This is an optimization exercise on Yosys and OpenROAD, whose aim is small area, not a production implementation.
Function was checked by simulation only, so behaviour that the tests miss may differ from the original.
Power and IR drop assume default switching activity.

==> design/flow/design.v <==
module reefmon_bus #(
    parameter NUM_CHANNELS = 8,
    parameter MAX_PAYLOAD  = 32,
    parameter [7:0] OP_SETCHANNELS           = 8'hA0,
    parameter [7:0] OP_GET_TEMP              = 8'hA1,
    parameter [7:0] OP_GET_AIR_TEMP_HUMIDITY = 8'hA2,
    parameter [7:0] OP_GET_DEPTH             = 8'hA3
) (
    input  wire                      clk,
    input  wire                      rst,
    input  wire                      ev_valid,
    input  wire [2:0]                ev_type,
    input  wire [7:0]                ev_data,
    output reg                       rd_valid,
    output reg  [7:0]                rd_data,
    input  wire                      clr_err,
    input  wire                      en_we,
    input  wire                      en_val,
    input  wire                      pub_valid,
    input  wire [15:0]               pub_raw,
    input  wire [15:0]               pub_hum_t,
    input  wire [15:0]               pub_hum_h,
    input  wire [15:0]               pub_depth,
    output reg                       error,
    output wire [8*NUM_CHANNELS-1:0] channels
);
    localparam RX_CAP = MAX_PAYLOAD + 3;
    localparam SET_L  = 1 + NUM_CHANNELS;
    localparam EV_WR = 3'd0, EV_RX = 3'd1, EV_WC = 3'd2, EV_RD = 3'd3, EV_SP = 3'd4;
    localparam S_IDLE = 2'd0, S_WRITE = 2'd1, S_READ = 2'd2, S_WRITEREAD = 2'd3;
    function [7:0] pec_step(input [7:0] s, input [7:0] b);
        integer i;
        reg [7:0] c;
        begin
            c = s ^ b;
            for (i = 0; i < 8; i = i + 1)
                c = c[7] ? ((c << 1) ^ 8'h07) : (c << 1);
            pec_step = c;
        end
    endfunction
    reg [1:0]  state;
    reg [7:0]  rx_buf [0:RX_CAP-1];
    reg [5:0]  rx_count;
    reg [7:0]  tx_buf [0:4];
    reg [2:0]  tx_len;
    reg [2:0]  tx_count;
    reg        enable;
    reg [15:0] snap_raw, snap_hum_t, snap_hum_h, snap_depth;
    reg [7:0]  chan [0:NUM_CHANNELS-1];
    genvar g;
    generate
        for (g = 0; g < NUM_CHANNELS; g = g + 1) begin : g_chan
            assign channels[8*g +: 8] = chan[g];
        end
    endgenerate
    wire [7:0] op      = rx_buf[0];
    wire       is_set  = (op == OP_SETCHANNELS);
    wire       is_temp = (op == OP_GET_TEMP);
    wire       is_air  = (op == OP_GET_AIR_TEMP_HUMIDITY);
    wire       is_dep  = (op == OP_GET_DEPTH);
    wire       is_get  = is_temp | is_air | is_dep;
    reg [7:0] pec_get, pec_set;
    integer k;
    always @* begin
        pec_get = pec_step(8'hFF, rx_buf[0]);
        pec_set = 8'hFF;
        for (k = 0; k < SET_L; k = k + 1)
            pec_set = pec_step(pec_set, rx_buf[k]);
    end
    wire set_long  = is_set && (rx_count == SET_L + 1);
    wire set_ok    = set_long && (rx_buf[SET_L] == pec_set);
    wire get_short = is_get && (rx_count == 1);
    wire get_long  = is_get && (rx_count == 2);
    wire get_ok    = get_short || (get_long && (rx_buf[1] == pec_get));
    reg [7:0] resp [0:3];
    reg [2:0] resp_len;
    reg [7:0] resp_pec2, resp_pec4;
    always @* begin
        if (is_air) begin
            resp[0] = snap_hum_t[15:8]; resp[1] = snap_hum_t[7:0];
            resp[2] = snap_hum_h[15:8]; resp[3] = snap_hum_h[7:0];
            resp_len = 3'd5;
        end else if (is_dep) begin
            resp[0] = snap_depth[15:8]; resp[1] = snap_depth[7:0];
            resp[2] = 8'h00;            resp[3] = 8'h00;
            resp_len = 3'd3;
        end else begin
            resp[0] = snap_raw[15:8];   resp[1] = snap_raw[7:0];
            resp[2] = 8'h00;            resp[3] = 8'h00;
            resp_len = 3'd3;
        end
        resp_pec2 = pec_step(pec_step(8'hFF, resp[0]), resp[1]);
        resp_pec4 = pec_step(pec_step(resp_pec2, resp[2]), resp[3]);
    end
    wire ev_wr = ev_valid && (ev_type == EV_WR);
    wire ev_rx = ev_valid && (ev_type == EV_RX);
    wire ev_wc = ev_valid && (ev_type == EV_WC);
    wire ev_rd = ev_valid && (ev_type == EV_RD);
    wire ev_sp = ev_valid && (ev_type == EV_SP);
    wire rx_store    = ev_rx && (state == S_WRITE) && (rx_count < RX_CAP);
    wire rx_overflow = ev_rx && (state == S_WRITE) && (rx_count == RX_CAP);
    wire wc_active   = ev_wc && (state == S_WRITE);
    wire wc_set      = wc_active && set_ok;
    wire wc_get      = wc_active && get_ok;
    wire wc_fail     = wc_active && !set_ok && !get_ok;
    wire rd_ok       = ev_rd && (state == S_READ) && (tx_count < tx_len);
    wire rd_fail     = ev_rd && !rd_ok;
    wire fail        = rx_overflow || wc_fail || rd_fail;
    integer i;
    always @(posedge clk) begin
        if (rst) begin
            state      <= S_IDLE;
            rx_count   <= 6'd0;
            tx_len     <= 3'd0;
            tx_count   <= 3'd0;
            enable     <= 1'b1;
            error      <= 1'b0;
            rd_valid   <= 1'b0;
            rd_data    <= 8'h00;
            snap_raw   <= 16'h0000;
            snap_hum_t <= 16'h0000;
            snap_hum_h <= 16'h0000;
            snap_depth <= 16'h0000;
            for (i = 0; i < NUM_CHANNELS; i = i + 1)
                chan[i] <= 8'h00;
        end else begin
            rd_valid <= ev_rd;
            if (ev_wr && enable && (state == S_IDLE || state == S_WRITEREAD)) begin
                state    <= S_WRITE;
                rx_count <= 6'd0;
            end
            if (rx_store) begin
                rx_buf[rx_count] <= ev_data;
                rx_count         <= rx_count + 6'd1;
            end
            if (wc_set) begin
                for (i = 0; i < NUM_CHANNELS; i = i + 1)
                    chan[i] <= rx_buf[1 + i];
                state <= S_IDLE;
            end
            if (wc_get) begin
                tx_buf[0] <= resp[0];
                tx_buf[1] <= resp[1];
                tx_buf[2] <= is_air ? resp[2] : resp_pec2;
                tx_buf[3] <= resp[3];
                tx_buf[4] <= resp_pec4;
                tx_len    <= resp_len;
                tx_count  <= 3'd0;
                state     <= S_READ;
            end
            if (rd_ok) begin
                rd_data  <= tx_buf[tx_count];
                tx_count <= tx_count + 3'd1;
            end else if (ev_rd) begin
                rd_data  <= 8'hFF;
            end
            if (fail || ev_sp)
                state <= S_IDLE;
            if (fail)
                error <= 1'b1;
            else if (clr_err)
                error <= 1'b0;
            if (en_we)
                enable <= en_val;
            if (pub_valid) begin
                snap_raw   <= pub_raw;
                snap_hum_t <= pub_hum_t;
                snap_hum_h <= pub_hum_h;
                snap_depth <= pub_depth;
            end
        end
    end
endmodule
module reefmon_ow (
    input  wire        clk,
    input  wire        rst,
    input  wire        tick_us,
    input  wire        ow_start,
    input  wire        ow_in,
    output wire        ow_drive_low,
    output reg         ow_busy,
    output reg         ow_done,
    output reg         ow_ok,
    output wire [15:0] ow_raw,
    output wire [7:0]  ow_int,
    output wire [15:0] ow_frac
);
    localparam [9:0] T_RSTL    = 10'd480;
    localparam [9:0] T_PDS     = 10'd60;
    localparam [9:0] T_RSTSLOT = 10'd960;
    localparam [9:0] T_W1L     = 10'd5;
    localparam [9:0] T_SLOT    = 10'd60;
    localparam [9:0] T_RL      = 10'd1;
    localparam [9:0] T_RS      = 10'd14;
    localparam [9:0] T_REC     = 10'd1;     
    localparam [7:0] SKIP_ROM        = 8'hCC;
    localparam [7:0] CONVERT_T       = 8'h44;
    localparam [7:0] READ_SCRATCHPAD = 8'hBE;
    localparam SLOT_RESET = 2'd0, SLOT_WRITE = 2'd1, SLOT_READ = 2'd2;
    localparam [3:0] SQ_IDLE = 4'd0,  SQ_RESET1 = 4'd1, SQ_SKIP1  = 4'd2,
                     SQ_CONVERT = 4'd3, SQ_POLL = 4'd4, SQ_RESET2 = 4'd5,
                     SQ_SKIP2 = 4'd6,  SQ_READCMD = 4'd7, SQ_READSP = 4'd8,
                     SQ_RESET3 = 4'd9, SQ_DONE = 4'd10;
    function [7:0] ow_step(input [7:0] s, input [7:0] b);
        integer i;
        reg [7:0] c;
        begin
            c = s ^ b;
            for (i = 0; i < 8; i = i + 1)
                c = c[0] ? ((c >> 1) ^ 8'h8C) : (c >> 1);
            ow_step = c;
        end
    endfunction
    reg [3:0] seq;
    reg [1:0] slot_type;
    reg       slot_active;
    reg [9:0] t;
    reg       sample;
    reg [2:0] bit_idx;
    reg [3:0] byte_idx;
    reg [7:0] scratch [0:8];
    reg [7:0] wr_byte;
    always @* begin
        case (seq)
            SQ_CONVERT: wr_byte = CONVERT_T;
            SQ_READCMD: wr_byte = READ_SCRATCHPAD;
            default:    wr_byte = SKIP_ROM;
        endcase
    end
    wire wr_bit = wr_byte[bit_idx];
    reg [9:0] low_len, sample_at, slot_len;
    always @* begin
        case (slot_type)
            SLOT_RESET: begin
                low_len = T_RSTL; sample_at = T_RSTL + T_PDS; slot_len = T_RSTSLOT;
            end
            SLOT_WRITE: begin
                low_len = wr_bit ? T_W1L : T_SLOT - T_REC; sample_at = 10'd0; slot_len = T_SLOT;
            end
            default: begin
                low_len = T_RL; sample_at = T_RL + T_RS; slot_len = T_SLOT;
            end
        endcase
    end
    assign ow_drive_low = slot_active && (t < low_len);
    wire [9:0] t_next   = t + 10'd1;
    wire       slot_end = slot_active && tick_us && (t_next == slot_len);
    reg [7:0] crc;
    integer k;
    always @* begin
        crc = 8'h00;
        for (k = 0; k < 8; k = k + 1)
            crc = ow_step(crc, scratch[k]);
    end
    wire crc_ok = (crc == scratch[8]);
    assign ow_raw  = {scratch[1], scratch[0]};
    assign ow_int  = ow_raw[11:4];
    assign ow_frac = ow_raw[3:0] * 16'd625;
    always @(posedge clk) begin
        if (rst) begin
            seq         <= SQ_IDLE;
            slot_type   <= SLOT_RESET;
            slot_active <= 1'b0;
            t           <= 10'd0;
            sample      <= 1'b1;
            bit_idx     <= 3'd0;
            byte_idx    <= 4'd0;
            ow_busy     <= 1'b0;
            ow_done     <= 1'b0;
            ow_ok       <= 1'b0;
        end else if (ow_start && !ow_busy) begin
            seq         <= SQ_RESET1;
            slot_type   <= SLOT_RESET;
            slot_active <= 1'b1;
            t           <= 10'd0;
            ow_busy     <= 1'b1;
            ow_done     <= 1'b0;
            ow_ok       <= 1'b0;
        end else if (slot_active && tick_us) begin
            if (t_next == sample_at && slot_type != SLOT_WRITE)
                sample <= ow_in;
            if (!slot_end) begin
                t <= t_next;
            end else begin
                t <= 10'd0;
                case (seq)
                    SQ_RESET1: begin
                        if (sample) begin
                            seq         <= SQ_DONE;
                            slot_active <= 1'b0;
                            ow_busy     <= 1'b0;
                            ow_done     <= 1'b1;
                            ow_ok       <= 1'b0;
                        end else begin
                            seq       <= SQ_SKIP1;
                            bit_idx   <= 3'd0;
                            slot_type <= SLOT_WRITE;
                        end
                    end
                    SQ_SKIP1, SQ_CONVERT, SQ_SKIP2, SQ_READCMD: begin
                        bit_idx <= bit_idx + 3'd1;
                        if (bit_idx == 3'd7) begin
                            case (seq)
                                SQ_SKIP1: begin
                                    seq <= SQ_CONVERT;
                                end
                                SQ_CONVERT: begin
                                    seq       <= SQ_POLL;
                                    slot_type <= SLOT_READ;
                                end
                                SQ_SKIP2: begin
                                    seq <= SQ_READCMD;
                                end
                                default: begin
                                    seq       <= SQ_READSP;
                                    byte_idx  <= 4'd0;
                                    slot_type <= SLOT_READ;
                                end
                            endcase
                        end
                    end
                    SQ_POLL: begin
                        if (sample) begin
                            seq       <= SQ_RESET2;
                            slot_type <= SLOT_RESET;
                        end
                    end
                    SQ_RESET2: begin
                        seq       <= SQ_SKIP2;
                        bit_idx   <= 3'd0;
                        slot_type <= SLOT_WRITE;
                    end
                    SQ_READSP: begin
                        scratch[byte_idx][bit_idx] <= sample;
                        bit_idx <= bit_idx + 3'd1;
                        if (bit_idx == 3'd7) begin
                            byte_idx <= byte_idx + 4'd1;
                            if (byte_idx == 4'd8) begin
                                seq       <= SQ_RESET3;
                                slot_type <= SLOT_RESET;
                            end
                        end
                    end
                    SQ_RESET3: begin
                        seq         <= SQ_DONE;
                        slot_active <= 1'b0;
                        ow_busy     <= 1'b0;
                        ow_done     <= 1'b1;
                        ow_ok       <= crc_ok;
                    end
                    default: begin
                        slot_active <= 1'b0;
                    end
                endcase
            end
        end
    end
endmodule
module reefmon_core (
    input  wire        clk,
    input  wire        rst,
    input  wire        ev_valid,
    input  wire [2:0]  ev_type,
    input  wire [7:0]  ev_data,
    output wire        rd_valid,
    output wire [7:0]  rd_data,
    input  wire        clr_err,
    input  wire        en_we,
    input  wire        en_val,
    input  wire        pub_valid,
    input  wire [15:0] pub_raw,
    input  wire [15:0] pub_hum_t,
    input  wire [15:0] pub_hum_h,
    input  wire [15:0] pub_depth,
    output wire        error,
    output wire [63:0] channels,
    input  wire        tick_us,
    input  wire        ow_start,
    input  wire        ow_in,
    output wire        ow_drive_low,
    output wire        ow_busy,
    output wire        ow_done,
    output wire        ow_ok,
    output wire [15:0] ow_raw,
    output wire [7:0]  ow_int,
    output wire [15:0] ow_frac
);
    reefmon_bus #(
        .NUM_CHANNELS (8),
        .MAX_PAYLOAD  (32)
    ) u_bus (
        .clk       (clk),
        .rst       (rst),
        .ev_valid  (ev_valid),
        .ev_type   (ev_type),
        .ev_data   (ev_data),
        .rd_valid  (rd_valid),
        .rd_data   (rd_data),
        .clr_err   (clr_err),
        .en_we     (en_we),
        .en_val    (en_val),
        .pub_valid (pub_valid),
        .pub_raw   (pub_raw),
        .pub_hum_t (pub_hum_t),
        .pub_hum_h (pub_hum_h),
        .pub_depth (pub_depth),
        .error     (error),
        .channels  (channels)
    );
    reefmon_ow u_ow (
        .clk          (clk),
        .rst          (rst),
        .tick_us      (tick_us),
        .ow_start     (ow_start),
        .ow_in        (ow_in),
        .ow_drive_low (ow_drive_low),
        .ow_busy      (ow_busy),
        .ow_done      (ow_done),
        .ow_ok        (ow_ok),
        .ow_raw       (ow_raw),
        .ow_int       (ow_int),
        .ow_frac      (ow_frac)
    );
endmodule
==> design/flow/run.sh <==
#!/bin/bash
# synth_recipe.tcl (not shown) runs the flow's synth.tcl, then flattens the netlist and writes it again
# the make line also repeats each setting of config.mk as NAME=value (left out here)
make -C /OpenROAD-flow-scripts/flow DESIGN_CONFIG=/design/flow/config.mk WORK_HOME=/design/flow/orfs CLKGATE_MAP_FILE= SYNTH_SCRIPT=/design/flow/synth_recipe.tcl finish
==> design/flow/config.mk <==
export PLATFORM = sky130hd
export DESIGN_NAME = reefmon_core
export DESIGN_NICKNAME = reefmon_core
export VERILOG_FILES = /design/flow/design.v
export SDC_FILE = /design/flow/constraint.sdc
export NUM_CORES = 4
export LEC_CHECK = 0
export CAP_MARGIN = 20
export CORE_MARGIN = 2
export CORE_UTILIZATION = 40
export SLEW_MARGIN = 20
==> design/flow/constraint.sdc <==
create_clock -name core_clock -period 10.0 [get_ports {clk}]
set_input_delay 2.0000 -clock core_clock [delete_from_list [all_inputs] [get_ports {clk}]]
set_output_delay 2.0000 -clock core_clock [all_outputs]
set_load 0.01 [all_outputs]
==> results.yml <==
critical_path:
  cp_top_family: "XOR/XNOR gates"
  crit_arrival_ps: 7020
  regToRegStartpoint: "u_bus.rx_buf[0][6]$_DFFE_PP_"
  crit_chain: "inv_1, ha_1, xnor3_1, ha_1, xnor2_1, xnor2_2, xnor3_1, xor3_1, xnor3_2, xor2_1, xor3_1, xnor3_1, nand2_1, o32ai_1, or2_2, buf_4, nand4_1, a21oi_1"
  cpMaxStageDelayCell: "buf_4"
  cp-start-kind: "flip-flop"
  critical_path.max_fanout: 52
  cp-end-kind: "flip-flop"
  crit_path_frequent_cell: "xnor3_1"
  cp_num_buf_inv: 2
  cp-startpoint: "u_bus.rx_buf[0][6]$_DFFE_PP_"
  slowest_delay_ps: 540
  crit_type: "reg -> reg"
  required_ps: 10490
clock_tree:
  postCtsSetupBuffers: 0
  htree_levels: 2
  ctsHoldBuffers: 0
  cts_made_buffers: 43
  clock_tree.root_cell: "clkbuf_16"
  cts.clk_slew.worst_paths_ps: 60
  cts_repair_resize_count: 0
  clk_latency_ps: 560
  clock-sinks: 373
  tritoncts: "built"
  clockBufferDepth: 3
drt:
  wirelength_um: 52820
  drt_iter0_drc: 1052
  drc_errors: 0
  via_count: 14350
  wl_per_cell_um: 19.08
  vias_per_cell: 5.183
  final_antenna_net_count: 0
  firstDrtPassIters: 5
placement:
  dpl.hpwl_um: 38500
  preCtsSetupSlack_ps: 3549
  io_buffers: 200
  routabilityCongestion: 0.8788
  dp.cells: 2686
global_routing:
  grt_max_degree: 112
  grt_pass1_vias: 14270
  grt_pass1_wl_um: 82290
  grt_usage_pct: 19.56
  grt_overflow_total: 0
  antenna_found_initial: 6
die:
  num_rows: 83
  start_util_pct: 40.53
  die_y_um: 232.0
  dieArea_sq_um: 53820
  core_sq_um: 51300
  ios: 203
  die_w_um: 232.0
yosys:
  synth_warnings: 5
  synth_edf_count: 192
  ys_seq_area_share_pct: 45.16
  ys_types: 64
  ys_ff_latch: 373
  synth.cell_area_sq_um: 20790
  async_reset_ff_share_pct: 0
  synth.avg_cell_area_sq_um: 10.92
  synth_ff_type: "edfxtp_1"
  syn_inst: 1904
power:
  p_per_area_nw_per_um2: 148.5
  swShare_pct: 23.67
  pwr-share-comb_pct: 11.7
  internal-power_w: 0.002800
  leakagePower_nw: 9.550
  p_switching_w: 0.0008682
  irDropWorstVdd_mv: 0.09102
  sequentialPowerShare_pct: 45.3
  pwr-share-clk_pct: 43.0
cells_and_area:
  num-nets-final: 2193
  drive_above_1_share_pct: 4.837
  final_common_cell: "nor2_1"
  diodes: 0
  fin_cells: 2768
  area_growth_pct: 18.81
  mostFrequentLayoutCells: "nor2_1 (255), xnor2_1 (248), clkdlybuf4s50_1 (198), edfxtp_1 (192), dfxtp_1 (181)"
timing:
  rsz0062_at_grt: "no"
  setup_viol: 0
  slew_headroom_pct: 29.14
  setup_tns_ps: 0
  timing.final.ws_setup_ps: 3472
  tightestPinTransition_ps: 1060
  fmax_mhz: 153.2
  hold_slack_ps: 449.8
  finalCritPeriodShare_pct: 65.28
  final_max_slew_viol_count: 0
  final-hold-violation-count: 0
  fin_crit_ps: 6528
  fin_skew_ps: 19.84
run_status:
  outcome: "finished clean"
min_path:
  hp-start: "u_ow.ow_done$_SDFFE_PP0P_"
  hp-class: "reg -> reg"
run:
  max_cap_viol_count: 0
[cells in the mapped netlist (all sizes together), types with 6 or more instances]
master	count	area, sq um
nor2	256	960.9
xnor2	252	2237
edfxtp	192	5766
dfxtp	181	3623
a21oi	118	590.6
o21ai	96	480.5
mux2i	89	890.9
nand2	82	307.8
xnor3	82	1848
xor2	80	715.7
clkbuf	75	281.5
nand4	72	450.4
ha	52	650.6
inv	41	153.9
buf	34	230.2
nand3	25	125.1
and2	19	118.9
nor3	17	90.09
nor2b	14	87.58
xor3	12	285.3
a22oi	11	82.58
nand2b	11	68.82
a311oi	10	87.58
and3	10	62.56
a221oi	8	70.07
or3	7	43.79
or2	6	37.54
[worst min-delay path, delay by kind of cell, from the launching register on]
family                 cells  cell delay, ps
AO/OA/AOI/OAI              1              50
flip-flops                 1             300
buffers and inverters      1              50
[power groups by stage]
| stage | combinational (W) | sequential [W] | clock (W) |
|---|---|---|---|
| after floorplan | 0.000336 | 0.00169 | 0 |
| after global placement | 0.000428 | 0.00169 | 0 |
| after detailed placement | 0.000431 | 0.00169 | 0 |
| after CTS | 0.000432 | 0.00166 | 0.00162 |
| after global routing | 0.000470 | 0.00166 | 0.00167 |
| final | 0.000429 | 0.00166 | 0.00158 |
[routing by layer]
metal  wire length [um]  up-vias  share of wire (%)  global-route usage (%)
li1                   -     6950                  -                       -
met1              24180     6901                 46                   26.77
met2              24340      420                 46                   31.49
met3               3335       68                6.3                   4.273
met4                926        8                1.8                   4.848
met5                 46        -              0.087                       0
[per-stage QoR]
| step | util (%) | area, sq um | total power [W] |
|---|---|---|---|
| final | 48.15 | 24700 | 0.003668 |
| after global routing | 48.15 | 24700 | 0.003808 |
| after CTS | 48.09 | 24670 | 0.003712 |
| after detailed placement | 45.31 | 23240 | 0.002125 |
| after global placement | 45.31 | 23240 | 0.002122 |
| after floorplan | - | 20790 | 0.002026 |
[sequential cells by signal, indices dropped and copies added (netlist names), 2 cells and up]
| name | cells |
|---|---|
| u_bus.rx_buf | 80 |
| u_ow.scratch | 72 |
| u_bus.chan | 64 |
| u_bus.tx_buf | 40 |
| u_bus.snap_depth | 16 |
| u_bus.snap_hum_h | 16 |
| u_bus.snap_hum_t | 16 |
| u_bus.snap_raw | 16 |
| u_ow.t | 10 |
| u_bus.rd_data | 8 |
| u_bus.rx_count | 6 |
| u_ow.byte_idx | 4 |
| u_ow.seq | 4 |
| u_bus.tx_count | 3 |
| u_bus.tx_len | 3 |
| u_ow.bit_idx | 3 |
| u_bus.state | 2 |
| u_ow.slot_type | 2 |
[final cells by class]
type,instances,area (sq um)
inverter,41,153.9
clock inverter,21,200.2
tap,680,850.8
sequential,373,9389
timing repair buffer,212,2096
clock buffer,59,1229
fill,4666,26600
multi-input combinational,1382,10780
[final timing paths]
check / slack, ps / cells after the start / end
worst min register to register: 450 / 2 / u_ow.ow_done$_SDFFE_PP0P_
worst min-delay path: 450 / 2 / u_ow.ow_done$_SDFFE_PP0P_
worst max register to register: 3470 / 18 / u_bus.chan[6][5]$_SDFFE_PP0P_
worst max-delay path: 3470 / 18 / u_bus.chan[6][5]$_SDFFE_PP0P_
[cells by family after synthesis]
| group | Yosys count | share of synthesized area (%) |
|---|---|---|
| AND/OR/NAND/NOR | 538 | 12.03 |
| XOR/XNOR | 426 | 24.46 |
| flip-flops | 373 | 45.16 |
| AO/OA/AOI/OAI | 271 | 7.372 |
| buffers and inverters | 150 | 3.202 |
| multiplexers | 90 | 4.339 |
| adder cells (fa/ha/maj) | 55 | 3.418 |
| other | 1 | 0.01804 |

## re-timing with driven ports
How much do the figures lean on ideal ports? The routed layout below was timed once more, with nothing changed but the port constraints. Step 1 assumes that a clkbuf_16 drives the clock port and a buf_2 every other input. Step 2 also shifts input and output timing later by t, the mid clock arrival at the registers, as if the neighbouring blocks saw the same clock. Slacks: ideal / step 1 / step 2; pairs: ideal / step 1.
t (ns): 0.611
slack for setup (ns): 3.472 / 3.420 / 3.472
worst setup path after step 2: register to register
worst slew at a driven data input, ns: 0.07
After both steps setup and hold are still met in this run. For this run, drivers alone change the setup slack by -0.052 ns; drivers and shift together by 0.000 ns.
